From an optimization exercise on the open Yosys and OpenROAD flow, aimed at small area and a short achievable clock period; shortcuts taken in it are not production practice.
Function was checked by simulation only, so behaviour that the tests miss may differ from the original.
Power figures rest on the tool's default switching activity, not on a simulated workload.

--- flow/flow/run.sh ---
#!/bin/bash
set -o pipefail
export BUFFER_PORTS_ARGS="-buffer_cell sky130_fd_sc_hd__buf_2"
bash standard.sh SETUP_SLACK_MARGIN=6 finish > standard.log 2>&1
--- flow/design.v ---
module cps_hd (
    input  wire [63:0] w,
    input  wire        a_prod,
    input  wire [4:0]  a_rd,
    input  wire        b_prod,
    input  wire [4:0]  b_rd,
    input  wire        c_prod,
    input  wire [4:0]  c_rd,
    output wire [5:0]  m
);
    wire [2:0] op    = w[2:0];
    wire       s1_v  = (op <= 3'd5) && w[17];
    wire       s2_v  = (op <= 3'd5) && (op != 3'd2) && w[23];
    wire [4:0] s1    = w[16:12];
    wire [4:0] s2    = w[22:18];
    assign m[0] = s1_v && a_prod && (a_rd == s1);
    assign m[1] = s1_v && b_prod && (b_rd == s1);
    assign m[2] = s1_v && c_prod && (c_rd == s1);
    assign m[3] = s2_v && a_prod && (a_rd == s2);
    assign m[4] = s2_v && b_prod && (b_rd == s2);
    assign m[5] = s2_v && c_prod && (c_rd == s2);
endmodule
module cps_add6 (
    input  wire [5:0] a,
    input  wire [5:0] b,
    output wire [5:0] s
);
    wire [5:0] g = a & b;
    wire [5:0] p = a ^ b;
    wire g10 = g[1] | (p[1] & g[0]);
    wire g32 = g[3] | (p[3] & g[2]);
    wire p32 = p[3] & p[2];
    wire g20 = g[2] | (p[2] & g10);
    wire g30 = g32 | (p32 & g10);
    wire g40 = g[4] | (p[4] & g30);
    wire [5:0] c = {g40, g30, g20, g10, g[0], 1'b0};
    assign s = p ^ c;
endmodule
module cps_lt8 (
    input  wire [7:0] a,
    input  wire [7:0] b,
    output wire       lt
);
    wire [7:0] ua = {~a[7], a[6:0]};
    wire [7:0] ub = {~b[7], b[6:0]};
    wire [7:0] l1 = ~ua & ub;
    wire [7:0] e1 = ~(ua ^ ub);
    wire [3:0] l2, e2;
    genvar i;
    generate
        for (i = 0; i < 4; i = i + 1) begin : g2
            assign l2[i] = l1[2*i+1] | (e1[2*i+1] & l1[2*i]);
            assign e2[i] = e1[2*i+1] & e1[2*i];
        end
    endgenerate
    wire l3a = l2[3] | (e2[3] & l2[2]);
    wire e3a = e2[3] & e2[2];
    wire l3b = l2[1] | (e2[1] & l2[0]);
    assign lt = l3a | (e3a & l3b);
endmodule
module cps_bpu #(
    parameter PA_W = 6
) (
    input  wire            clk,
    input  wire            bp_rst,
    input  wire            we,
    input  wire [PA_W-1:0] wa,
    input  wire [4:0]      wd,
    input  wire            k1,
    input  wire            k2,
    input  wire            k3,
    input  wire            k4,
    input  wire [PA_W-1:0] ra,
    input  wire [7:0]      ra_lo,   
    input  wire [7:0]      ra_hi,   
    output wire [4:0]      rd,
    output wire            rp       
);
    localparam NENT = 1 << PA_W;
    localparam [4:0] E_RST = 5'b01_01_0;
    reg [4:0] tab [0:NENT-1];
    reg            we_q;
    reg [PA_W-1:0] wa_q;
    reg [4:0]      wd_q;
    always @(posedge clk) begin
        we_q <= we;
        wa_q <= wa;
        wd_q <= wd;
    end
    wire [NENT-1:0] pt;
    genvar i;
    generate
        for (i = 0; i < NENT; i = i + 1) begin : g_ent
            always @(posedge clk) begin
                if (bp_rst)
                    tab[i] <= E_RST;
                else if (we_q && wa_q == i)
                    tab[i] <= wd_q;
            end
            assign pt[i] = k1 | (k2 & tab[i][0]) | (k3 & tab[i][2]) |
                           (k4 & (tab[i][4] ? tab[i][2] : tab[i][0]));
        end
    endgenerate
    wire hit = we_q && (wa_q == ra);
    reg [5:0] grp [0:7];
    reg [4:0] rd_t;
    reg       rp_t;
    integer h, l;
    always @(*) begin
        for (h = 0; h < 8; h = h + 1) begin
            grp[h] = 6'd0;
            for (l = 0; l < 8; l = l + 1)
                grp[h] = grp[h] | ({6{ra_lo[l]}} & {pt[8*h+l], tab[8*h+l]});
        end
        rd_t = 5'd0;
        rp_t = 1'b0;
        for (h = 0; h < 8; h = h + 1) begin
            rd_t = rd_t | ({5{ra_hi[h]}} & grp[h][4:0]);
            rp_t = rp_t | (ra_hi[h] & grp[h][5]);
        end
    end
    assign rd = hit ? wd_q : rd_t;
    assign rp = hit ? (k1 | (k2 & wd_q[0]) | (k3 & wd_q[2]) | (k4 & (wd_q[4] ? wd_q[2] : wd_q[0])))
                    : rp_t;
endmodule
module cps_core #(
    parameter PA_W  = 6,
    parameter CNT_W = 32
) (
    input  wire             clk,
    input  wire             rst,
    input  wire             bp_rst,
    input  wire             cfg_fwd_en,
    input  wire             cfg_bp_en,
    input  wire [2:0]       cfg_bp_kind,
    input  wire [PA_W:0]    cfg_prog_len,
    output wire [PA_W-1:0]  rom_addr,
    output wire             rom_en,
    input  wire [63:0]      rom_data,
    output wire             running,
    output wire             halted,
    output wire [CNT_W-1:0] m_cycles,
    output wire [CNT_W-1:0] m_retired,
    output wire [CNT_W-1:0] m_raw_stalls,
    output wire [CNT_W-1:0] m_control_stalls,
    output wire [CNT_W-1:0] m_bp_predictions,
    output wire [CNT_W-1:0] m_bp_mispredictions,
    output wire [CNT_W-1:0] bp_calls,
    output wire [CNT_W-1:0] t_calls1,
    output wire [CNT_W-1:0] t_calls2,
    output wire             rec_valid,
    output wire [20:0]      rec_if,
    output wire [20:0]      rec_id,
    output wire [20:0]      rec_ex,
    output wire [20:0]      rec_mem,
    output wire [20:0]      rec_wb,
    output wire             hz_stall,
    output wire [1:0]       fwd_sel1,
    output wire [1:0]       fwd_sel2
);
    localparam K_EMPTY = 2'd0, K_INSTR = 2'd1, K_STALL = 2'd2, K_FLUSH = 2'd3;
    localparam OP_LOAD = 3'd2, OP_BEQ = 3'd4, OP_BNE = 3'd5, OP_NOP = 3'd6, OP_HALT = 3'd7;
    reg          fwd_q, bpen_q, k1_q, k2_q, k3_q, k4_q;
    reg [PA_W:0] len_q;
    reg          k4t_q;   
    always @(posedge clk)
        if (rst) k4t_q <= (cfg_bp_kind == 3'd4);
    always @(posedge clk) begin
        fwd_q  <= cfg_fwd_en;
        bpen_q <= cfg_bp_en;
        k1_q   <= (cfg_bp_kind == 3'd1);
        k2_q   <= (cfg_bp_kind == 3'd2);
        k3_q   <= (cfg_bp_kind == 3'd3);
        k4_q   <= (cfg_bp_kind == 3'd4);
        len_q  <= cfg_prog_len;
    end
    reg             halted_q, running_q, recv_q;
    reg [1:0]       flush_q;
    reg [PA_W-1:0]  pc_q;           
    reg             pcok_q;         
    reg [PA_W-1:0]  ra_q;           
    reg [7:0]       ra_lo, ra_hi;   
    reg             re_q;           
    reg [PA_W-1:0]  ra_o;           
    reg             re_o;           
    reg             hz_o, halted_o;
    reg             hz_q;
    reg [1:0]       fs1_q, fs2_q;
    reg [1:0]  if_kind;  reg [2:0] if_op;  reg [15:0] if_id;
    reg        if_prod;  reg [4:0] if_rd;  reg        if_ld;
    reg        if_br;    reg       if_act;
    reg [PA_W-1:0] if_tgt;  reg    if_tok;   
    reg [PA_W-1:0] if_pos;
    reg [4:0]  if_e;                          
    reg [5:0]  if_m;                          
    reg [1:0]  id_kind;  reg [2:0] id_op;  reg [15:0] id_id;
    reg        id_prod;  reg [4:0] id_rd;
    reg        id_br;    reg       id_misp;  reg id_act;
    reg [PA_W-1:0] id_corr; reg    id_cok;    
    reg [PA_W-1:0] id_pos;
    reg [4:0]  id_e;                          
    reg        id_q1, id_q2;                  
    reg [1:0]  ex_kind;  reg [2:0] ex_op;  reg [15:0] ex_id;
    reg        ex_prod;  reg [4:0] ex_rd;
    reg [1:0]  mw_kind;  reg [2:0] mw_op;  reg [15:0] mw_id;
    reg [1:0]  wb_kind;  reg [2:0] wb_op;  reg [15:0] wb_id;
    reg [CNT_W-1:0] cyc_q, ret_q, raw_q, ctl_q, bpp_q, bpm_q, calls_q;
    wire exec     = !rst && !halted_q;
    wire flushing = (flush_q != 2'd0);
    wire suppress = flushing || hz_q;
    wire fetched  = re_q;
    wire misp     = id_misp;
    wire mw_halt = (mw_kind == K_INSTR) && (mw_op == OP_HALT);
    wire mw_ret  = (mw_kind == K_INSTR) && (mw_op != OP_HALT) && (mw_op != OP_NOP);
    wire ex_halt = (ex_kind == K_INSTR) && (ex_op == OP_HALT);
    function [31:0] inc32(input [31:0] q, input en);
        integer i;
        reg [7:0]  g;       
        reg [8:0]  gp;      
        reg [31:0] c;
        begin
            for (i = 0; i < 8; i = i + 1) g[i] = &q[4*i +: 4];
            gp[0] = en;
            for (i = 0; i < 8; i = i + 1) gp[i+1] = gp[i] & g[i];
            for (i = 0; i < 32; i = i + 1)
                c[i] = gp[i/4] & ((i % 4 == 0) ? 1'b1 :
                                  (i % 4 == 1) ? q[4*(i/4)] :
                                  (i % 4 == 2) ? &q[4*(i/4) +: 2] : &q[4*(i/4) +: 3]);
            inc32 = q ^ c;
        end
    endfunction
    function pred_of(input [4:0] e, input k1, input k2, input k3, input k4);
        pred_of = k1 | (k2 & e[0]) | (k3 & e[2]) | (k4 & (e[4] ? e[2] : e[0]));
    endfunction
    wire pred_req = !suppress && if_br && bpen_q;
    wire upd      = id_br && bpen_q;
    wire same     = pred_req && (if_pos == id_pos);
    wire q1       = same ? if_e[0] : id_q1;
    wire q2       = same ? if_e[2] : id_q2;
    wire [1:0] tb = id_e[2:1];
    wire [1:0] ch = id_e[4:3];
    wire [1:0] tb_n = id_act ? ((tb == 2'd3) ? 2'd3 : tb + 2'd1)
                             : ((tb == 2'd0) ? 2'd0 : tb - 2'd1);
    wire [1:0] ch_n = (q1 == q2) ? ch :
                      (q2 == id_act) ? ((ch == 2'd3) ? 2'd3 : ch + 2'd1)
                                     : ((ch == 2'd0) ? 2'd0 : ch - 2'd1);
    wire [4:0] e_new = {k4_q ? ch_n : ch, (k3_q | k4_q) ? tb_n : tb,
                        (k2_q | k4_q) ? id_act : id_e[0]};
    wire [4:0] e_f;
    cps_bpu #(.PA_W(PA_W)) u_bpu (
        .clk(clk), .bp_rst(bp_rst), .we(exec && upd), .wa(id_pos), .wd(e_new),
        .k1(k1_q), .k2(k2_q), .k3(k3_q), .k4(k4_q),
        .ra(ra_q), .ra_lo(ra_lo), .ra_hi(ra_hi), .rd(e_f), .rp(p_f)
    );
    wire [4:0] if_e_fix = (upd && id_pos == if_pos) ? e_new : if_e;
    wire [4:0] e_f_fix  = (upd && id_pos == ra_q)   ? e_new : e_f;
    wire [2:0]  w_op   = rom_data[2:0];
    wire        w_prod = (w_op <= OP_LOAD) && rom_data[11];
    wire        w_ld   = (w_op == OP_LOAD) && rom_data[11];
    wire        w_br   = (w_op == OP_BEQ) || (w_op == OP_BNE);
    wire [15:0] w_imm  = rom_data[47:32];
    wire [PA_W:0]   f1    = {1'b0, ra_q} + 1'b1;           
    wire            f1_ok = (f1 < len_q);
    wire [PA_W-1:0] w_tgt;
    cps_add6 u_tgt (.a(f1[PA_W-1:0]), .b(w_imm[PA_W-1:0]), .s(w_tgt));
    wire [7:0] lo8 = {2'b11, ~ra_q};                  
    wire [7:0] hi8 = {1'b0, len_q} + {2'b11, ~ra_q};  
    wire       imm_small = (w_imm[15:7] == 9'd0) || (w_imm[15:7] == 9'h1ff);
    wire       ge_lo_n, lt_hi;
    cps_lt8 u_lo (.a(w_imm[7:0]), .b(lo8), .lt(ge_lo_n));
    cps_lt8 u_hi (.a(w_imm[7:0]), .b(hi8), .lt(lt_hi));
    wire       ge_lo = !ge_lo_n;
    wire            w_tok = imm_small && ge_lo && lt_hi;
    wire            p_f;
    wire            p_f_fix = (upd && id_pos == ra_q) ? pred_of(e_new, k1_q, k2_q, k3_q, k4_q) : p_f;
    wire            w_pt  = w_br && bpen_q && p_f_fix;
    wire [5:0] w_m;
    cps_hd u_hd (
        .w(rom_data),
        .a_prod(if_prod), .a_rd(if_rd),
        .b_prod(id_prod), .b_rd(id_rd),
        .c_prod(ex_prod), .c_rd(ex_rd),
        .m(w_m)
    );
    reg [5:0] n_m;
    always @(*) begin
        if (misp)          n_m = 6'd0;
        else if (fetched)  n_m = w_m;
        else if (suppress) n_m = {if_m[4:3], 1'b0, if_m[1:0], 1'b0};
        else               n_m = 6'd0;
    end
    wire n_hz = fwd_q ? ((n_m[0] | n_m[3]) & if_ld) : (|n_m);
    wire [1:0] n_fs1 = !fwd_q ? 2'd0 : n_m[0] ? 2'd1 : n_m[1] ? 2'd2 : n_m[2] ? 2'd3 : 2'd0;
    wire [1:0] n_fs2 = !fwd_q ? 2'd0 : n_m[3] ? 2'd1 : n_m[4] ? 2'd2 : n_m[5] ? 2'd3 : 2'd0;
    wire if_pt  = if_br && bpen_q && pred_of(if_e_fix, k1_q, k2_q, k3_q, k4_q);
    wire hold_t = suppress && if_pt;
    wire [PA_W-1:0] n_ra = fetched ? (w_pt ? w_tgt : f1[PA_W-1:0])
                                   : (hold_t ? if_tgt : pc_q);
    wire n_aok = fetched ? (w_pt ? w_tok : f1_ok) : (hold_t ? if_tok : pcok_q);
    wire n_re  = !misp && (flush_q != 2'd2) && !n_hz && n_aok && !ex_halt && !mw_halt;
    wire if_pred  = bpen_q && pred_of(if_e, k1_q, k2_q, k3_q, k4_q);
    wire n_misp   = if_br && (if_pred != if_act);
    always @(posedge clk) begin
        if (fetched) begin
            if_op  <= w_op;
            if_id  <= rom_data[63:48];
            if_rd  <= rom_data[10:6];
            if_act <= w_imm[15];
            if_tgt <= w_tgt;
            if_tok <= w_tok;
            if_pos <= ra_q;
        end
        if_e    <= fetched ? e_f_fix : if_e_fix;
        id_op   <= if_op;
        id_id   <= if_id;
        id_rd   <= if_rd;
        id_act  <= if_act;
        id_corr <= if_act ? if_tgt : pc_q;
        id_cok  <= if_act ? if_tok : pcok_q;
        id_pos  <= if_pos;
        id_e    <= if_e_fix;
        id_q1   <= if_e[0];
        id_q2   <= if_e[2];
        ex_op <= id_op;  ex_id <= id_id;  ex_rd <= id_rd;
        mw_op <= ex_op;  mw_id <= ex_id;
        wb_kind <= mw_kind;  wb_op <= mw_op;  wb_id <= mw_id;
    end
    always @(posedge clk) begin
        if (rst) begin
            flush_q   <= 2'd0;
            pc_q      <= {PA_W{1'b0}};
            pcok_q    <= (cfg_prog_len != 0);
            ra_q      <= {PA_W{1'b0}};
            ra_lo     <= 8'd1;
            ra_hi     <= 8'd1;
            ra_o      <= {PA_W{1'b0}};
            re_q      <= (cfg_prog_len != 0);
            hz_q      <= 1'b0;
            hz_o      <= 1'b0;
            fs1_q     <= 2'd0;
            fs2_q     <= 2'd0;
            if_kind   <= K_EMPTY;
            if_prod   <= 1'b0;
            if_ld     <= 1'b0;
            if_br     <= 1'b0;
            if_m      <= 6'd0;
            id_kind   <= K_EMPTY;
            id_prod   <= 1'b0;
            id_br     <= 1'b0;
            id_misp   <= 1'b0;
            ex_kind   <= K_EMPTY;
            ex_prod   <= 1'b0;
            mw_kind   <= K_EMPTY;
        end else begin
            flush_q   <= misp ? 2'd2 : flushing ? flush_q - 2'd1 : 2'd0;
            if (misp) begin
                pc_q   <= id_corr;
                pcok_q <= id_cok;
            end else if (fetched) begin
                pc_q   <= f1[PA_W-1:0];
                pcok_q <= f1_ok;
            end
            ra_q  <= n_ra;
            ra_lo <= 8'd1 << n_ra[2:0];
            ra_hi <= 8'd1 << n_ra[5:3];
            hz_q  <= n_hz;
            re_q  <= n_re;
            if (!halted_q) begin
                ra_o <= n_ra;
                hz_o <= n_hz;
            end
            fs1_q <= n_fs1;
            fs2_q <= n_fs2;
            if_m <= n_m;
            if (misp) begin
                if_kind <= K_FLUSH;
                if_prod <= 1'b0;
                if_ld   <= 1'b0;
                if_br   <= 1'b0;
            end else if (fetched) begin
                if_kind <= K_INSTR;
                if_prod <= w_prod;
                if_ld   <= w_ld;
                if_br   <= w_br;
            end else if (!suppress) begin
                if_kind <= K_EMPTY;
                if_prod <= 1'b0;
                if_ld   <= 1'b0;
                if_br   <= 1'b0;
            end
            id_kind <= flushing ? K_FLUSH : hz_q ? K_STALL : if_kind;
            id_prod <= !suppress && if_prod;
            id_br   <= !suppress && if_br;
            id_misp <= !suppress && n_misp;
            ex_kind <= id_kind;
            ex_prod <= id_prod;
            mw_kind <= ex_kind;
        end
    end
    wire run = !halted_q;
    always @(posedge clk) begin
        if (rst) begin
            halted_q  <= 1'b0;
            halted_o  <= 1'b0;
            running_q <= 1'b1;
            recv_q    <= 1'b0;
            re_o      <= (cfg_prog_len != 0);
            cyc_q     <= {CNT_W{1'b0}};
            ret_q     <= {CNT_W{1'b0}};
            raw_q     <= {CNT_W{1'b0}};
            ctl_q     <= {CNT_W{1'b0}};
            bpp_q     <= {CNT_W{1'b0}};
            bpm_q     <= {CNT_W{1'b0}};
        end else begin
            halted_q  <= halted_q | mw_halt;
            halted_o  <= halted_o | mw_halt;
            running_q <= running_q & !mw_halt;
            recv_q    <= run;
            re_o      <= run && n_re;
            cyc_q <= inc32(cyc_q, run);
            ret_q <= inc32(ret_q, run && mw_ret);
            raw_q <= inc32(raw_q, run && !flushing && hz_q);
            ctl_q <= inc32(ctl_q, run && flushing);
            bpp_q <= inc32(bpp_q, run && id_br);
            bpm_q <= inc32(bpm_q, run && misp);
        end
    end
    always @(posedge clk) begin
        if (bp_rst)
            calls_q <= {CNT_W{1'b0}};
        else if (!rst)
            calls_q <= inc32(calls_q, !halted_q && pred_req);
    end
    assign rom_addr = ra_o;
    assign rom_en   = re_o;
    assign halted   = halted_o;
    assign running  = running_q;
    assign m_cycles            = cyc_q;
    assign m_retired           = ret_q;
    assign m_raw_stalls        = raw_q;
    assign m_control_stalls    = ctl_q;
    assign m_bp_predictions    = bpp_q;
    assign m_bp_mispredictions = bpm_q;
    assign bp_calls            = calls_q;
    assign t_calls1            = k4t_q ? calls_q : {CNT_W{1'b0}};
    assign t_calls2            = t_calls1;
    assign rec_valid = recv_q;
    assign rec_if    = {if_kind, if_op, if_id};
    assign rec_id    = {id_kind, id_op, id_id};
    assign rec_ex    = {ex_kind, ex_op, ex_id};
    assign rec_mem   = {mw_kind, mw_op, mw_id};
    assign rec_wb    = {wb_kind, wb_op, wb_id};
    assign hz_stall = hz_o;
    assign fwd_sel1 = fs1_q;
    assign fwd_sel2 = fs2_q;
endmodule
--- flow/config.mk ---
export PLATFORM = sky130hd
export DESIGN_NAME = cps_core
export DESIGN_NICKNAME = cps_core
export VERILOG_FILES = /design/flow/design.v
export SDC_FILE = /design/flow/constraint.sdc
export NUM_CORES = 4
export LEC_CHECK = 0
export CAP_MARGIN = 20
export CORE_MARGIN = 2
export CORE_UTILIZATION = 60
export SLEW_MARGIN = 20
--- flow/standard.sh ---
#!/bin/bash
# synth_recipe.tcl (not shown) runs the flow's synth.tcl, then flattens the netlist and writes it again
# the make line also repeats each setting of config.mk as NAME=value (left out here)
make -C /OpenROAD-flow-scripts/flow DESIGN_CONFIG=/design/flow/config.mk WORK_HOME=/design/flow/orfs CLKGATE_MAP_FILE= SYNTH_SCRIPT=/design/flow/synth_recipe.tcl "${@:-finish}"
--- flow/constraint.sdc ---
create_clock -name core_clock -period 9.0 [get_ports {clk}]
set_input_delay 1.8000 -clock core_clock [delete_from_list [all_inputs] [get_ports {clk}]]
set_output_delay 1.8000 -clock core_clock [all_outputs]
set_load 0.01 [all_outputs]
==> run summary, run 1 <==
Critical path
The worst endpoint data arrival time is 4.15 ns. The worst flop-to-flop path startpoint is k3_q. Data on the critical path is required at its endpoint by about 9.5 ns. The type of element launching the critical path is a flop.

The worst reg2reg path endpoint is ra_lo[2]. STA classifies the critical path endpoint as a flop. In this design, the stage delay of the slowest critical-path cell is just over 0.6 ns. The cell with the largest stage delay on the worst path is sky130_fd_sc_hd__or4_4. The worst setup slack for register-to-register paths is 5.37 ns. The type of the worst setup path is flop to flop. The number of cells on the worst reg-to-reg path is 10. In this run the worst path has a maximum fanout of 17.

Walking the worst path, the cells encountered are buf_16, a21o_1, a221o_1, a2111oi_4, a41oi_2, or4_4, o31a_4, a31o_4, o22ai_4, and4b_1.

STA
The headroom to the max-slew limit is 30.2%. The count of endpoints failing hold in the final timing report is 0. For the final database, setup skew stands at 0.0222 ns.

The transition time at the pin with the least slew margin is 1.05 ns. In the final timing run, aggregate negative setup slack is 0 ns. The total count of max-transition violations in the final report is 0. Setup repair after global routing could not meet its margin everywhere. The routed design could run at a clock period as short as 3.63 ns. Setup violations remaining at the end of the flow were counted as 0. The fraction of the cycle the final worst path needs is 40.3%. For this run, the top clock speed supported by timing is 276 MHz.

Synth
The distinct cell type count after synthesis is 83. The cell area after synthesis is 34900 µm². The average instance in the mapped netlist occupies 8.98 µm². The most used flip-flop cell after synthesis is sky130_fd_sc_hd__dfxtp_1.

The portion of netlist area occupied by mux cells is under 10%. The adder and majority cell fraction of the synthesized area is 3.31%. The simple-gate share of the synthesized area is 21.5%. The xor-xnor portion of the synthesized cell area is about 5.6%. The cell count after synthesis came out at around 3900. The synthesized netlist devotes about 15% of its cell area to compound gates. Counting every net in the synthesized netlist gives roughly 4100. For this run, the number of Yosys warnings is 4. Counting flops and latches in the post-synthesis netlist gives 790. By area, the combinational part of the netlist is dominated by simple AND/OR/NAND/NOR gates. Sequential elements use 46.4% of the synthesized area. Yosys mapped a number of flops with a built-in enable equal to 40. For this run, asynchronously set or reset flops after synthesis account for 0%.

Hold path
The launch point of the worst hold path is ex_id[3]. The tightest min-delay check is of the flop to flop type. The worst hold path passes through 0 cells. The worst hold path terminates at mw_id[3].

Placement
The count of buffers added on input and output ports is about 480. The half-perimeter wire length after detailed placement is 63500 µm. The congestion estimate from routability-driven global placement came to between 0.8 and 0.9.

Floorplan
Row generation in the floorplan step produced 88 rows. The floorplan step set the die width to 245 µm. The area of the core region is 57600 µm². The starting density of the core is between 60% and 70%.

The height of the die is 245 µm. The count of boundary I/O pins is 487. The full die area is 60200 µm².

Global routing
The first global-routing pass estimated 160000 µm of wire. The leftover overflow at the end of global routing is 0. The number of antenna violations at the first check in global routing came to 3. Global routing consumed, over all layers together, 33.3% of the routing resources.

Entering global routing, the biggest net connects 219 pins. The number of global-route vias before repair was 28400.

Flow run
The total of max-cap violations is 0.

Clocking
The clock slew seen by the registers of the worst setup and hold paths is around 0.070 ns. The CTS buffer count is 82. The buffer depth of the longest clock path is 3. The quantity of hold-fixing buffers added after cts is 0. The clock latency on the worst-skew pair is between 0.6 and 0.7 ns. Counting every sink on the clock net gives 790.

The H-tree depth reported by CTS is 3. The clock tree from TritonCTS is done. CTS placed an instance of sky130_fd_sc_hd__clkbuf_16 at the clock tree root.

Power and ir drop
Summed over all cells, the static leakage comes to 17.6 nW. The cell area power density is roughly 190 nW/µm². The worst ir drop on vdd is 0.185 mV.

Detailed routing
Dividing the detail-routed via count by the number of cells gives ~6.0. Once detail routing completed, the nets flagged for antenna violations numbered 0. The remaining routing DRC violations is 0. The routed wire length per instance is 20.8 µm.

The first routing iteration left ~3200 violations. The number of detailed-routing iterations run before antenna repair is 6. The detailed-route via count is 30700.

The total detailed-routing wirelength is 107000 µm.

Layout
The final cell utilization of the core is between 70% and 80%. The area of combinational cells with multiple inputs is between 15000 and 20000 µm². Cells with a size suffix above 1 make up 25.8% of the layout. The fill cell total of the finished layout is 4261. In the final layout, flip-flops and latches occupy 16500 µm². Relative to the synthesized area, the layout overhead comes to 23.1%. The final layout net count is 4467.

Status
The run finished with no timing, DRC or antenna violations.
-- flip-flops by register name, indices dropped and copies added, names as in the netlist, 7 cells and up --
register	count
bpm_q	32
bpp_q	32
calls_q	32
ctl_q	32
cyc_q	32
ex_id	16
id_id	16
if_id	16
len_q	7
mw_id	16
ra_hi	8
ra_lo	8
raw_q	32
ret_q	32
u_bpu.tab	320
wb_id	16
-- power breakdown --
group	switching (W)	leakage, nW	internal, W
logic	0.000547	9.61	0.000289
clock network	0.00145	1.40	0.00211
registers	0.000157	6.59	0.00364
-- layer usage --
metal	routed length (µm)	track usage, %	up-vias
met1	43800	44.2	14700
met4	4710	13.6	4
met5	27	0	-
li1	-	-	14400
met2	49300	52.6	1334
met3	8940	7.39	284
-- how the worst max path moves through the flow --
stage,from,cells past startpoint,end
3_3_place_gp,k4_q,10,ra_hi[4]
4_1_cts,k4_q,11,ra_lo[2]
5_1_grt,k4_q,11,ra_lo[2]
2_1_floorplan,rom_data[32],10,ra_hi[0]
6_report,k3_q,10,ra_lo[2]
3_5_place_dp,k4_q,10,ra_hi[4]
-- kinds of logic (layout without fill, tap and decap cells) --
family,after synthesis,after routing
compound gates,793,795
xor+xnor,223,223
fa+ha+maj,90,90
buf+inv,419,893
flops,790,790
mux,96,96
other cells,0,1
simple gates,1478,1478
-- repair_timing --
item / in CTS / in global routing
buffers inserted: 55 / 52
gates cloned: 6 / 3
setup endpoints to repair: 259 / 321
gates resized for setup: 174 / 257
endpoints found under the hold margin: 0 / 0
pin swaps: 50 / 65
-- Yosys cell counts, types with 10 or more instances --
| master | count | area share [%] |
|---|---|---|
| sky130_fd_sc_hd__dfxtp_1 | 750 | 43 |
| sky130_fd_sc_hd__nand2_1 | 343 | 3.7 |
| sky130_fd_sc_hd__nor2_1 | 336 | 3.6 |
| sky130_fd_sc_hd__a21oi_1 | 249 | 3.6 |
| sky130_fd_sc_hd__nand3_1 | 244 | 3.5 |
| sky130_fd_sc_hd__clkbuf_1 | 216 | 2.3 |
| sky130_fd_sc_hd__a22oi_1 | 181 | 3.9 |
| sky130_fd_sc_hd__xnor2_1 | 162 | 4.1 |
| sky130_fd_sc_hd__nor2b_1 | 158 | 2.8 |
| sky130_fd_sc_hd__inv_1 | 115 | 1.2 |
| sky130_fd_sc_hd__o21ai_0 | 89 | 1.3 |
| sky130_fd_sc_hd__ha_1 | 86 | 3.1 |
| sky130_fd_sc_hd__mux2i_1 | 79 | 2.3 |
| sky130_fd_sc_hd__a211o_1 | 73 | 1.8 |
| sky130_fd_sc_hd__nand3b_1 | 69 | 1.5 |
| sky130_fd_sc_hd__and2_1 | 67 | 1.2 |
| sky130_fd_sc_hd__and3_1 | 65 | 1.2 |
| sky130_fd_sc_hd__xor2_1 | 61 | 1.5 |
| sky130_fd_sc_hd__a21o_1 | 56 | 1.2 |
| sky130_fd_sc_hd__a41oi_1 | 46 | 1.2 |
| sky130_fd_sc_hd__nand4_1 | 41 | 0.73 |
| sky130_fd_sc_hd__edfxtp_1 | 40 | 3.4 |
| sky130_fd_sc_hd__buf_1 | 35 | 0.38 |
| sky130_fd_sc_hd__buf_4 | 35 | 0.75 |
| sky130_fd_sc_hd__nor3_1 | 33 | 0.47 |
| sky130_fd_sc_hd__nor4_1 | 32 | 0.57 |
| sky130_fd_sc_hd__mux2_2 | 17 | 0.55 |
| sky130_fd_sc_hd__a221o_1 | 14 | 0.40 |
| sky130_fd_sc_hd__and4_1 | 14 | 0.35 |
| sky130_fd_sc_hd__buf_2 | 14 | 0.20 |
| sky130_fd_sc_hd__a21boi_0 | 12 | 0.26 |
| sky130_fd_sc_hd__o21a_1 | 12 | 0.26 |
| sky130_fd_sc_hd__nand2b_1 | 10 | 0.18 |
| sky130_fd_sc_hd__or3_1 | 10 | 0.18 |
-- stage by stage --
stage	hold slack (ns)	area [µm²]	worst slack [ns]	total power, W	instances
after global placement	0.327	37500	4.52	0.00460	4863
final	0.343	43000	5.37	0.00820	5131
after global routing	0.349	43000	5.30	0.00845	5130
after CTS	0.343	41600	5.42	0.00817	5075
after floorplan	0.329	35100	5.25	0.00431	3889
after detailed placement	0.330	37500	4.50	0.00461	4863
-- worst max-delay path, delay by kind of cell (launching register included) --
kind | cells | cell delay [ns]
buf+inv | 1 | 0.19
flops | 1 | 0.41
simple gates | 2 | 0.85
compound gates | 7 | 2.04
-- cell type report --
class                           count  share of cell area [%]
Antenna cell                        1                 0.00582
Inverter                          115                    1.04
Clock inverter                     35                    1.03
Sequential cell                   790                    38.3
Multi-Input combinational cell   2682                    41.8
Clock buffer                      116                    5.62
Tap cell                          765                    2.23
Timing Repair Buffer              627                    9.97
-- cell usage in the layout (no fill, tap or decap), types with 86 or more instances in the layout --
cell type / instances
sky130_fd_sc_hd__buf_2: 404
sky130_fd_sc_hd__dfxtp_2: 133
sky130_fd_sc_hd__dfxtp_1: 594
sky130_fd_sc_hd__inv_1: 113
sky130_fd_sc_hd__buf_4: 136
sky130_fd_sc_hd__xnor2_1: 158
sky130_fd_sc_hd__clkbuf_16: 86
sky130_fd_sc_hd__a21oi_1: 241
sky130_fd_sc_hd__nand2_1: 336
sky130_fd_sc_hd__a22oi_1: 179
sky130_fd_sc_hd__nor2b_1: 155
sky130_fd_sc_hd__nor2_1: 331
sky130_fd_sc_hd__nand3_1: 241
==> run 2: changes to the inputs <==
--- a/flow/design.v
+++ b/flow/design.v
@@ -68,11 +68,8 @@
     input  wire [4:0]      wd,
-    input  wire            k1,
-    input  wire            k2,
-    input  wire            k3,
-    input  wire            k4,
-    input  wire [PA_W-1:0] ra,
     input  wire [7:0]      ra_lo,   
     input  wire [7:0]      ra_hi,   
-    output wire [4:0]      rd,
-    output wire            rp       
+    output reg  [4:0]      rd,      
+    output reg             pend,
+    output reg  [PA_W-1:0] pend_a,
+    output reg  [4:0]      pend_d
 );
@@ -81,11 +78,7 @@
     reg [4:0] tab [0:NENT-1];
-    reg            we_q;
-    reg [PA_W-1:0] wa_q;
-    reg [4:0]      wd_q;
     always @(posedge clk) begin
-        we_q <= we;
-        wa_q <= wa;
-        wd_q <= wd;
+        pend   <= we;
+        pend_a <= wa;
+        pend_d <= wd;
     end
-    wire [NENT-1:0] pt;
     genvar i;
@@ -96,13 +89,8 @@
                     tab[i] <= E_RST;
-                else if (we_q && wa_q == i)
-                    tab[i] <= wd_q;
+                else if (pend && pend_a == i)
+                    tab[i] <= pend_d;
             end
-            assign pt[i] = k1 | (k2 & tab[i][0]) | (k3 & tab[i][2]) |
-                           (k4 & (tab[i][4] ? tab[i][2] : tab[i][0]));
         end
     endgenerate
-    wire hit = we_q && (wa_q == ra);
-    reg [5:0] grp [0:7];
-    reg [4:0] rd_t;
-    reg       rp_t;
+    reg [4:0] grp [0:7];
     integer h, l;
@@ -110,16 +98,10 @@
         for (h = 0; h < 8; h = h + 1) begin
-            grp[h] = 6'd0;
+            grp[h] = 5'd0;
             for (l = 0; l < 8; l = l + 1)
-                grp[h] = grp[h] | ({6{ra_lo[l]}} & {pt[8*h+l], tab[8*h+l]});
-        end
-        rd_t = 5'd0;
-        rp_t = 1'b0;
-        for (h = 0; h < 8; h = h + 1) begin
-            rd_t = rd_t | ({5{ra_hi[h]}} & grp[h][4:0]);
-            rp_t = rp_t | (ra_hi[h] & grp[h][5]);
+                grp[h] = grp[h] | ({5{ra_lo[l]}} & tab[8*h+l]);
         end
+        rd = 5'd0;
+        for (h = 0; h < 8; h = h + 1)
+            rd = rd | ({5{ra_hi[h]}} & grp[h]);
     end
-    assign rd = hit ? wd_q : rd_t;
-    assign rp = hit ? (k1 | (k2 & wd_q[0]) | (k3 & wd_q[2]) | (k4 & (wd_q[4] ? wd_q[2] : wd_q[0])))
-                    : rp_t;
 endmodule
@@ -164,5 +146,2 @@
     reg [PA_W:0] len_q;
-    reg          k4t_q;   
-    always @(posedge clk)
-        if (rst) k4t_q <= (cfg_bp_kind == 3'd4);
     always @(posedge clk) begin
@@ -207,2 +186,3 @@
     reg [CNT_W-1:0] cyc_q, ret_q, raw_q, ctl_q, bpp_q, bpm_q, calls_q;
+    reg [CNT_W-1:0] tc_q;    
     wire exec     = !rst && !halted_q;
@@ -248,10 +228,15 @@
                         (k2_q | k4_q) ? id_act : id_e[0]};
-    wire [4:0] e_f;
+    wire [4:0]      e_t;
+    wire            pend;
+    wire [PA_W-1:0] pend_a;
+    wire [4:0]      pend_d;
     cps_bpu #(.PA_W(PA_W)) u_bpu (
         .clk(clk), .bp_rst(bp_rst), .we(exec && upd), .wa(id_pos), .wd(e_new),
-        .k1(k1_q), .k2(k2_q), .k3(k3_q), .k4(k4_q),
-        .ra(ra_q), .ra_lo(ra_lo), .ra_hi(ra_hi), .rd(e_f), .rp(p_f)
+        .ra_lo(ra_lo), .ra_hi(ra_hi), .rd(e_t),
+        .pend(pend), .pend_a(pend_a), .pend_d(pend_d)
     );
+    wire fix_f = upd && (id_pos == ra_q);
+    wire hit_f = pend && (pend_a == ra_q);
+    wire [4:0] e_f_fix = fix_f ? e_new : hit_f ? pend_d : e_t;
     wire [4:0] if_e_fix = (upd && id_pos == if_pos) ? e_new : if_e;
-    wire [4:0] e_f_fix  = (upd && id_pos == ra_q)   ? e_new : e_f;
     wire [2:0]  w_op   = rom_data[2:0];
@@ -273,4 +258,5 @@
     wire            w_tok = imm_small && ge_lo && lt_hi;
-    wire            p_f;
-    wire            p_f_fix = (upd && id_pos == ra_q) ? pred_of(e_new, k1_q, k2_q, k3_q, k4_q) : p_f;
+    wire            p_f_fix = fix_f ? pred_of(e_new, k1_q, k2_q, k3_q, k4_q) :
+                              hit_f ? pred_of(pend_d, k1_q, k2_q, k3_q, k4_q) :
+                                      pred_of(e_t, k1_q, k2_q, k3_q, k4_q);
     wire            w_pt  = w_br && bpen_q && p_f_fix;
@@ -296,4 +282,8 @@
     wire hold_t = suppress && if_pt;
-    wire [PA_W-1:0] n_ra = fetched ? (w_pt ? w_tgt : f1[PA_W-1:0])
-                                   : (hold_t ? if_tgt : pc_q);
+    wire [PA_W-1:0] n_ra_c = hold_t ? if_tgt : pc_q;
+    wire [PA_W-1:0] n_ra = fetched ? (w_pt ? w_tgt : f1[PA_W-1:0]) : n_ra_c;
+    wire [7:0] n_lo = fetched ? (w_pt ? (8'd1 << w_tgt[2:0]) : (8'd1 << f1[2:0]))
+                              : (8'd1 << n_ra_c[2:0]);
+    wire [7:0] n_hi = fetched ? (w_pt ? (8'd1 << w_tgt[5:3]) : (8'd1 << f1[5:3]))
+                              : (8'd1 << n_ra_c[5:3]);
     wire n_aok = fetched ? (w_pt ? w_tok : f1_ok) : (hold_t ? if_tok : pcok_q);
@@ -363,4 +353,4 @@
             ra_q  <= n_ra;
-            ra_lo <= 8'd1 << n_ra[2:0];
-            ra_hi <= 8'd1 << n_ra[5:3];
+            ra_lo <= n_lo;
+            ra_hi <= n_hi;
             hz_q  <= n_hz;
@@ -428,6 +418,9 @@
     always @(posedge clk) begin
-        if (bp_rst)
+        if (bp_rst) begin
             calls_q <= {CNT_W{1'b0}};
-        else if (!rst)
+            tc_q    <= {CNT_W{1'b0}};
+        end else if (!rst) begin
             calls_q <= inc32(calls_q, !halted_q && pred_req);
+            tc_q    <= inc32(calls_q, !halted_q && pred_req) & {CNT_W{k4_q}};
+        end
     end
@@ -444,3 +437,3 @@
     assign bp_calls            = calls_q;
-    assign t_calls1            = k4t_q ? calls_q : {CNT_W{1'b0}};
+    assign t_calls1            = tc_q;
     assign t_calls2            = t_calls1;
==> flow/flow/run.sh (replaced) <==
#!/bin/bash
set -o pipefail
export BUFFER_PORTS_ARGS="-buffer_cell sky130_fd_sc_hd__buf_1"
bash standard.sh SETUP_SLACK_MARGIN=6 finish > standard.log 2>&1
==> run 2 against run 1 <==
Hold slack better by 0.0035 ns; fmax is 2.4% higher; first-iteration DRC count is 5.6% higher; register-to-register slack better by 0.19 ns; critical endpoint is now ra_hi[5]; flip-flop and latch count is 31 higher; still clean on timing, DRC and antenna; critical path depth stayed put; clock skew is 0.00089 ns higher; clock power hardly changed; final cell count is 3.1% lower.
==> run summary, run 2 <==
Floorplan
The die width was 242 µm (-1.2%). The height of the die is 242 µm (-1.2%). The area of the core region is 56300 µm² (-2.3%). The number of rows in the core area is 87 (-1.1%). The count of boundary I/O pins is 487 (unchanged). The full die area is 58700 µm² (-2.5%). The starting density of the core is 60.5% (-0.15 points).

Synth
The total number of yosys warnings is 4 (unchanged). The synthesized area divided by synthesized cell count was 9.23 µm² (+2.8%). The cell area after synthesis is 34000 µm² (-2.5%). The net count after synthesis is 3856 (-5.0%). The number of synthesized flops with an enable pin is 39 (-2.5%). The total of flip-flops plus latches after synthesis is 821 (+3.9%). The fraction of post-synthesis cell area in the top cell type by area is 46.0% (+3.0 points). The library cell with the largest summed area after synthesis is sky130_fd_sc_hd__dfxtp_1. The distinct cell type count after synthesis is 92 (+11%). The commonest cells after synthesis are 782 x sky130_fd_sc_hd__dfxtp_1, 374 x sky130_fd_sc_hd__nor2_1, 337 x sky130_fd_sc_hd__nand2_1.

The most common cell in the synthesized netlist is sky130_fd_sc_hd__dfxtp_1. In the post-synthesis netlist, the biggest area contributors are sky130_fd_sc_hd__dfxtp_1 46%, sky130_fd_sc_hd__a22oi_1 4.7%, sky130_fd_sc_hd__xnor2_1 4.3%. The number of instances in the synthesized netlist is 3687 (-5.2%). The sequential fraction of the synthesis area is 49.4% (+3.0 points). The proportion of register bits with asynchronous set or reset after synthesis is 0% (unchanged).

The most used flip-flop cell after synthesis is sky130_fd_sc_hd__dfxtp_1.

Layout
The final standard cell count with taps included and fillers excluded is 4973 (-3.1%). The fill cell total of the finished layout is 4026 (-5.5%). Relative to the synthesized area, the layout overhead comes to 23.6%. The area of all placed cells without fillers was 42100 µm² (-2.1%). The final layout net count is 4315 (-3.4%). The final cell utilization of the core came to 74.8% (+0.13 points). The flip-flop count of the largest register, all copies and words added was 320 (unchanged). Leaving out fill and tap cells, the most frequent cells in the layout are 608 x sky130_fd_sc_hd__dfxtp_1, 367 x sky130_fd_sc_hd__nor2_1, 334 x sky130_fd_sc_hd__nand2_1. The register with the most flip-flops is u_bpu.tab. The most frequent standard cell in the layout excluding fill and tap cells is sky130_fd_sc_hd__dfxtp_1. The sequential cell area is 17100 µm² (+4.0%).

The area of combinational cells with multiple inputs is 16800 µm² (-6.3%). The proportion of layout cells with a drive suffix above 1 came to 22.2% (-3.6 points).

Global routing
The number of global-route vias before repair is 28000 (-1.3%). The maximum number of pins on one net before global-route repair is 130 (-41%). The combined global-route utilization of all metal layers is 32.1% (-1.2 points).

The first-pass GRT wire length is 153000 µm (-4.4%). The leftover overflow at the end of global routing is 0 (unchanged). The number of antenna violations at the first check in global routing came to 3 (unchanged).

Critical path
STA classifies the critical path startpoint as a primary input. The worst reg2reg path endpoint is ra_lo[3]. The worst endpoint data arrival time was 4.09 ns (-0.06 ns). The number of cells on the worst reg-to-reg path came to 13 (+3). The worst setup slack for register-to-register paths came to 5.56 ns (+0.19 ns). The biggest fanout along the worst timing path is 5 (-12). The required arrival time at the worst endpoint is 9.55 ns (+0.03 ns). The capturing element type of the critical path is a flop.

The type of the worst setup path is primary input to flop. The worst flop-to-flop path startpoint is if_pos[4].

Detailed routing
The detailed-route via count is 30100 (-2.0%). The routed length on met3 is 9290 µm (+3.8%). The top metal layer carrying routed signals is met4.

The routed wire length per instance is 21.4 µm (+2.6%). The number of DRC markers in iteration 0 is 3409 (+5.6%). The number of vias per cell after detailed routing was 6.05 (+1.2%). The total detailed-routing wirelength is 106000 µm (-0.53%). The remaining routing DRC violations is 0 (unchanged). The routed length on met1 is 41200 µm (-6.0%). The met2 wire length is 49800 µm (+0.98%).

The count of antenna-violating nets left after detailed routing is 0 (unchanged). The number of detailed-routing iterations run before antenna repair is 7 (+1).

Clocking
The number of sinks on the clock net is 821 (+3.9%). The buffer depth of the longest clock path came to 3 (unchanged). The CTS buffer count is 83 (+1.2%). The cell at the root of the clock tree is sky130_fd_sc_hd__clkbuf_16. The clock tree from TritonCTS is done. The clock latency on the worst-skew pair came to 0.64 ns (about the same). The H-tree depth reported by CTS is 3 (unchanged). The clock slew seen by the registers of the worst setup and hold paths is 0.06 ns (about the same). The quantity of hold-fixing buffers added after cts was 0 (unchanged).

Placement
The half-perimeter wire length after detailed placement came to 63000 µm (-0.82%). The count of buffers from port buffering was 475 (unchanged). The number of placed instances with taps included is 4689 (-3.6%). The instance area at placement is 36100 µm² (-3.8%). The final weighted congestion in routability-driven placement came to 0.917 (+1.9%).

STA
The maximum clock skew at final layout is 0.0231 ns (+0.000887 ns). Setup repair after global routing could not meet its margin everywhere. The transition time at the pin with the least slew margin is 1.06 ns (+0.0151 ns).

The headroom to the max-slew limit is 29.1% (-1.0 points). The fraction of the cycle the final worst path needs is 39.4% (-0.95 points). The final-layout setup total negative slack is 0 ns (unchanged). The minimum clock period after layout is 3.54 ns (-0.0857 ns). The achievable clock frequency is 282 MHz (+2.4%). The total of endpoints with negative setup slack in the final report is 0 (unchanged). The total count of max-transition violations in the final report is 0 (unchanged).

The count of endpoints failing hold in the final timing report is 0 (unchanged).

Hold path
The hold-critical path endpoint is mw_id[9]. The worst hold path begins at ex_id[9]. In this run the worst hold path is classified as flop to flop. The depth of the worst hold-timing path is 0 (unchanged).

Power and ir drop
The proportion of total power due to net switching came to 27.1% (+0.75 points). The power share of the combinational group is 11.9% (+1.7 points). The static leakage power is 16.5 nW (-6.4%). The internal power was 0.00626 W (+3.6%). The total design power is 0.00858 W (+4.7%).

The register share of total power is 46.6% (+0.3 points). The worst ir drop on vdd is 0.228 mV (+24%). The switching power of the nets came to 0.00232 W (+7.6%). The part of the total power dissipated in the clock network is 41.4% (-2.1 points). The cell area power density came to 204 nW/µm² (+6.9%).

Flow run
The total of max-cap violations is 0 (unchanged).

Status
The run finished with no timing, DRC or antenna violations.
[run 2: kinds of logic after synthesis]
family	Yosys count	share of synthesized area, %
AND/OR/NAND/NOR	1464	21.5
XOR/XNOR	237	6.14
buffers and inverters	361	4.43
adder cells (fa/ha/maj)	91	3.43
multiplexers	77	2.28
flip-flops	821	49.4
AO/OA/AOI/OAI	636	12.8
[run 2: metal layers]
metal | vias to the layer above | global-route usage, %
li1 | 13800 | -
met1 | 14500 | 40.9
met2 | 1444 | 53.3
met3 | 374 | 5.61
met4 | 0 | 15.0
met5 | - | 0
[run 2: metrics by stage]
step	hold slack (ns)	setup slack (ns)
2_1_floorplan	0.329	4.97
3_3_place_gp	0.333	4.57
3_5_place_dp	0.334	4.54
4_1_cts	0.347	5.45
5_1_grt	0.353	5.40
6_report	0.346	5.46
[run 2: power by group through the flow]
stage	Combinational (W)	Clock [W]	Sequential, W
6_report	0.00102	0.00355	0.00400
4_1_cts	0.000839	0.00358	0.00399
5_1_grt	0.00107	0.00372	0.00401
2_1_floorplan	0.000549	0	0.00394
3_3_place_gp	0.000724	0	0.00406
3_5_place_dp	0.000739	0	0.00407
[run 2: critical path: stages]
cell and delay (ns):
sky130_fd_sc_hd__buf_8 0.10, sky130_fd_sc_hd__ha_4 0.15, sky130_fd_sc_hd__fa_2 0.34, sky130_fd_sc_hd__a21o_1 0.17, sky130_fd_sc_hd__a21oi_2 0.16, sky130_fd_sc_hd__fa_2 0.27, sky130_fd_sc_hd__xor2_4 0.08, sky130_fd_sc_hd__o311a_4 0.32
sky130_fd_sc_hd__or4_4 0.57, sky130_fd_sc_hd__nor3_2 0.13
[run 2: cell type report]
| type | count | area share, % |
|---|---|---|
| Inverter | 93 | 0.871 |
| Clock inverter | 23 | 0.666 |
| Multi-Input combinational cell | 2506 | 40.0 |
| Sequential cell | 821 | 40.7 |
| Clock buffer | 130 | 6.06 |
| Timing Repair Buffer | 641 | 9.46 |
| Tap cell | 756 | 2.25 |
| Antenna cell | 3 | 0.0178 |
[run 2: worst max-delay path by stage]
stage | from | endpoint | depth (start not counted)
floorplan | rom_data[32] | ra_hi[4] | 9
detailed placement | rom_data[33] | ra_hi[5] | 9
global placement | rom_data[33] | ra_hi[4] | 9
CTS | rom_data[32] | ra_hi[7] | 10
finish | rom_data[32] | ra_hi[5] | 10
global route | rom_data[32] | ra_hi[7] | 10
[run 2: timing repair]
| item | in CTS | in global routing |
|---|---|---|
| pin swaps | 67 | 85 |
| cloned | 1 | 14 |
| setup buffers | 56 | 57 |
| gates resized for setup | 408 | 315 |
| endpoints found under the hold margin | 0 | 0 |
| endpoints found under the setup margin | 452 | 276 |
==> run 3: changes to the inputs <==
--- a/flow/config.mk
+++ b/flow/config.mk
@@ -10,2 +10,4 @@
 export CORE_UTILIZATION = 60
+export CTS_CLUSTER_DIAMETER = 80
+export CTS_CLUSTER_SIZE = 24
 export SLEW_MARGIN = 20
==> run 3 against run 2 <==
Non-clock buffer count rose by 9; critical path depth did not move; wire length fell by 1.8%; fmax fell by 1.4%; critical path type unchanged; largest cell class unchanged.
==> run summary, run 3 <==
Clocking
The cell at the root of the clock tree is sky130_fd_sc_hd__clkbuf_16. The clock slew seen by the registers of the worst setup and hold paths is 0.09 ns (+0.03 ns). TritonCTS built the clock tree. The number of sinks on the clock net was 821 (unchanged). The quantity of hold-fixing buffers added after cts came to 0 (unchanged).

The H-tree depth reported by CTS came to 2 (-1). The CTS buffer count is 41 (-51%). The clock latency on the worst-skew pair is 0.62 ns (-0.02 ns). The buffer depth of the longest clock path was 3 (unchanged).

Layout
The proportion of layout cells with a drive suffix above 1 is 18.7% (-3.5 points). The post-synthesis to final-layout area growth is 18.3%. In the layout the commonest cells are 617 x sky130_fd_sc_hd__dfxtp_1, 365 x sky130_fd_sc_hd__nor2_1, 333 x sky130_fd_sc_hd__nand2_1.

The area of all placed cells without fillers is 40300 µm² (-4.2%). The final standard cell count with taps included and fillers excluded is 4887 (-1.7%). The most frequent standard cell in the layout excluding fill and tap cells is sky130_fd_sc_hd__dfxtp_1. The register with the most flip-flops is u_bpu.tab. The final cell utilization of the core is 71.6% (-3.2 points). The flip-flop count of the largest register, all copies and words added is 320 (unchanged). The final layout net count is 4282 (-0.76%).

Floorplan
The area of the core region is 56300 µm² (unchanged). The starting density of the core is 60.5% (unchanged). The die width was 242 µm (unchanged). The number of rows in the core area is 87 (unchanged). The count of boundary I/O pins was 487 (unchanged). The height of the die is 242 µm (unchanged). The full die area was 58700 µm² (unchanged).

Synth
The total number of yosys warnings came to 4 (unchanged). The number of synthesized flops with an enable pin is 39 (unchanged). The fraction of post-synthesis cell area in the top cell type by area came to 46.0% (unchanged). The net count after synthesis was 3856 (unchanged). The flip-flop cell with the highest count after synthesis is sky130_fd_sc_hd__dfxtp_1. The distinct cell type count after synthesis is 92 (unchanged). The total of flip-flops plus latches after synthesis is 821 (unchanged).

The synthesized area divided by synthesized cell count is 9.23 µm² (unchanged). The cell area after synthesis is 34000 µm² (unchanged). sky130_fd_sc_hd__dfxtp_1 is the most common cell in the netlist. Ranked by total cell area, the synthesized netlist is headed by sky130_fd_sc_hd__dfxtp_1 46%, sky130_fd_sc_hd__a22oi_1 4.7%, sky130_fd_sc_hd__xnor2_1 4.3%. The sequential fraction of the synthesis area is 49.4% (unchanged). The proportion of register bits with asynchronous set or reset after synthesis was 0% (unchanged). Ranked by instance count, the synthesized netlist is headed by 782 x sky130_fd_sc_hd__dfxtp_1, 374 x sky130_fd_sc_hd__nor2_1, 337 x sky130_fd_sc_hd__nand2_1. The number of instances in the synthesized netlist is 3687 (unchanged).

The library cell with the largest summed area after synthesis is sky130_fd_sc_hd__dfxtp_1.

Power and ir drop
The internal power is 0.00501 W (-20%). The cell area power density is 175 nW/µm² (-14%). The register share of total power came to 56.5% (+9.9 points).

The proportion of total power due to net switching is 29.0% (+2.0 points). The part of the total power dissipated in the clock network is 28.7% (-13 points). The worst ir drop on vdd came to 0.161 mV (-29%).

The static leakage power is 15.3 nW (-7.1%). The power share of the combinational group was 14.8% (+2.9 points). The switching power of the nets is 0.00205 W (-12%).

Hold path
The tightest min-delay check is of the flop to flop type.

STA
The achievable clock frequency was 278 MHz (-1.4%). The fraction of the cycle the final worst path needs came to 39.9% (+0.56 points). Setup repair after global routing could not meet its margin everywhere. The total count of max-transition violations in the final report is 0 (unchanged). The final-layout setup total negative slack is 0 ns (unchanged).

The transition time at the pin with the least slew margin is 1.05 ns (-0.0151 ns). The maximum clock skew at final layout is 0.0277 ns (+0.00461 ns). The minimum clock period after layout is 3.59 ns (+0.0502 ns). The total of endpoints with negative setup slack in the final report is 0 (unchanged). The count of endpoints failing hold in the final timing report was 0 (unchanged). The headroom to the max-slew limit is 30.1% (+1.0 points).

Status
The run finished with no timing, DRC or antenna violations.

Detailed routing
The remaining routing DRC violations is 0 (unchanged). The count of antenna-violating nets left after detailed routing is 0 (unchanged). The total detailed-routing wirelength is 104000 µm (-1.8%).

The number of vias per cell after detailed routing is 6.08 (+0.43%). The number of detailed-routing iterations run before antenna repair is 7 (unchanged). The routed wire length per instance came to 21.3 µm (-0.10%). The number of DRC markers in iteration 0 was 3242 (-4.9%).

The detailed-route via count is 29700 (-1.3%).

Global routing
The maximum number of pins on one net before global-route repair is 130 (unchanged). The first-pass GRT wire length came to 149000 µm (-2.4%). The combined global-route utilization of all metal layers is 31.2% (-0.90 points). The number of global-route vias before repair is 27300 (-2.5%). The leftover overflow at the end of global routing is 0 (unchanged). The number of antenna violations at the first check in global routing is 3 (unchanged).

Critical path
The most critical setup path has its endpoint at ra_hi[4]. The most frequent cell on the critical path is sky130_fd_sc_hd__fa_2. In this run the critical register-to-register path is launched from k4_q. The cell with the largest stage delay on the worst path is sky130_fd_sc_hd__or4_4. The peak per-stage delay on the critical path is 0.58 ns (about the same). The required arrival time at the worst endpoint was 9.53 ns (-0.02 ns). The family with the most delay on the worst path is adder cells. The type of the worst setup path is primary input to flop. The buffers plus inverters on the worst setup path came to 1 (unchanged). The signal on the critical path passes through buf_8, ha_4, fa_2, a21o_1, a21oi_2, fa_2, xor2_4, o311a_4, or4_4, nor3_2. The number of logic stages on the critical path including buffering is 10 (unchanged).

The worst setup path is launched from a primary input. The worst setup slack for register-to-register paths came to 5.60 ns (+0.04 ns). The biggest fanout along the worst timing path is 5 (unchanged). The worst setup path is captured at a flop. The number of cells on the worst reg-to-reg path is 10 (-3). In this run the worst setup path begins at rom_data[32]. In this run the critical register-to-register path is captured at ra_hi[4]. The worst endpoint data arrival time was 4.13 ns (+0.04 ns).

Placement
The half-perimeter wire length after detailed placement is 63000 µm (unchanged). The final weighted congestion in routability-driven placement is 0.917 (unchanged). The instance area at placement is 36100 µm² (unchanged). The count of buffers from port buffering is 475 (unchanged).

The number of placed instances with taps included is 4689 (unchanged).

Flow run
The total of max-cap violations is 0 (unchanged).
run 3: cell count changes in the layout (fill, tap and decap cells not counted), sizes merged:
cell and delta:
bufinv -5, inv -1, clkbuf -129, clkinv -9, buf +58
run 3: final cells by class:
cell class                 count  area [µm²]
sequential                   821       17100
multi-input combinational   2506       16900
fill                        4273       16000
timing repair buffer         650        3810
clock buffer                  50        1060
tap                          756         946
inverter                      93         368
clock inverter                 8        55.1
antenna                        3        7.51
run 3: cell families (layout without fill, tap and decap cells):
logic type,after synthesis,after routing,synth area share (%)
compound gates,636,637,12.8
mux,77,77,2.28
buf+inv,361,801,4.43
xor+xnor,237,237,6.14
flops,821,821,49.4
simple gates,1464,1464,21.5
other cells,0,3,0
fa+ha+maj,91,91,3.43
run 3: stage by stage:
stage / hold slack, ns / power [W] / setup WS [ns]
2_1_floorplan: 0.329 / 0.00449 / 4.97
5_1_grt: 0.353 / 0.00727 / 5.33
4_1_cts: 0.349 / 0.00687 / 5.42
3_5_place_dp: 0.334 / 0.00481 / 4.54
3_3_place_gp: 0.333 / 0.00479 / 4.57
6_report: 0.346 / 0.00707 / 5.41
run 3: worst min path at each step:
stage               from         to  slack (ns)  cells past startpoint
2_1_floorplan    if_e[2]      id_q2        0.33                      0
3_3_place_gp   mw_id[12]  wb_id[12]        0.33                      0
3_5_place_dp    id_id[3]   ex_id[3]        0.33                      0
4_1_cts         id_id[2]   ex_id[2]        0.35                      0
5_1_grt        id_id[10]  ex_id[10]        0.35                      0
6_report        id_id[2]   ex_id[2]        0.35                      0
run 3: timing repair:
action / in CTS / in global routing
endpoints found under the setup margin: 415 / 231
gates cloned: 1 / 11
gates resized for setup: 322 / 301
pin swaps: 53 / 80
buffers inserted: 53 / 72
run 3: power groups by stage:
stage	Sequential, W	Combinational [W]	Clock [W]
CTS	0.00399	0.000822	0.00206
global route	0.00400	0.00109	0.00218
floorplan	0.00394	0.000549	0
global placement	0.00406	0.000724	0
detailed placement	0.00407	0.000739	0
finish	0.00399	0.00105	0.00203
run 3: layer usage:
metal,global-route usage (%),routed length [µm],vias up
li1,-,-,13700
met1,40.7,41400,14300
met2,52.4,49100,1420
met3,4.55,8910,319
met4,12.5,4930,0
met5,0,0,-
run 3: worst reg2reg max path, delay by kind of cell, from the launching register on:
family	cells	cell delay, ns
buf+inv	1	0.18
simple gates	5	1.69
compound gates	4	1.05
flops	1	0.40

re-timing with driven ports:
The results above use ideal ports. As a check the final layouts listed here were re-extracted and re-timed, cells and wires unchanged. Step 1, drivers: a clkbuf_16 drives clk and a buf_2 each remaining input, both assumed. Step 2, shift: input delay + t, output delay - t, t = (earliest + latest rising clock arrival at the registers) / 2. This alone moves slack from input paths to output paths. Slacks: no drivers / after step 1 / after step 2; pairs: no drivers / after step 1.
run | t, ns | slack for setup (ns) | pins driven straight from the clock port
run 1 | 0.688 | 5.372 / 5.372 / 4.794 | 1
run 2 | 0.690 | 5.458 / 5.467 / 4.778 | 1
run 3 | 0.663 | 5.408 / 5.412 / 4.749 | 1
After both steps every run listed still meets setup and hold. The setup slack of run 2, which loses most, moves by +0.009 ns with the drivers and by -0.680 ns with both steps.
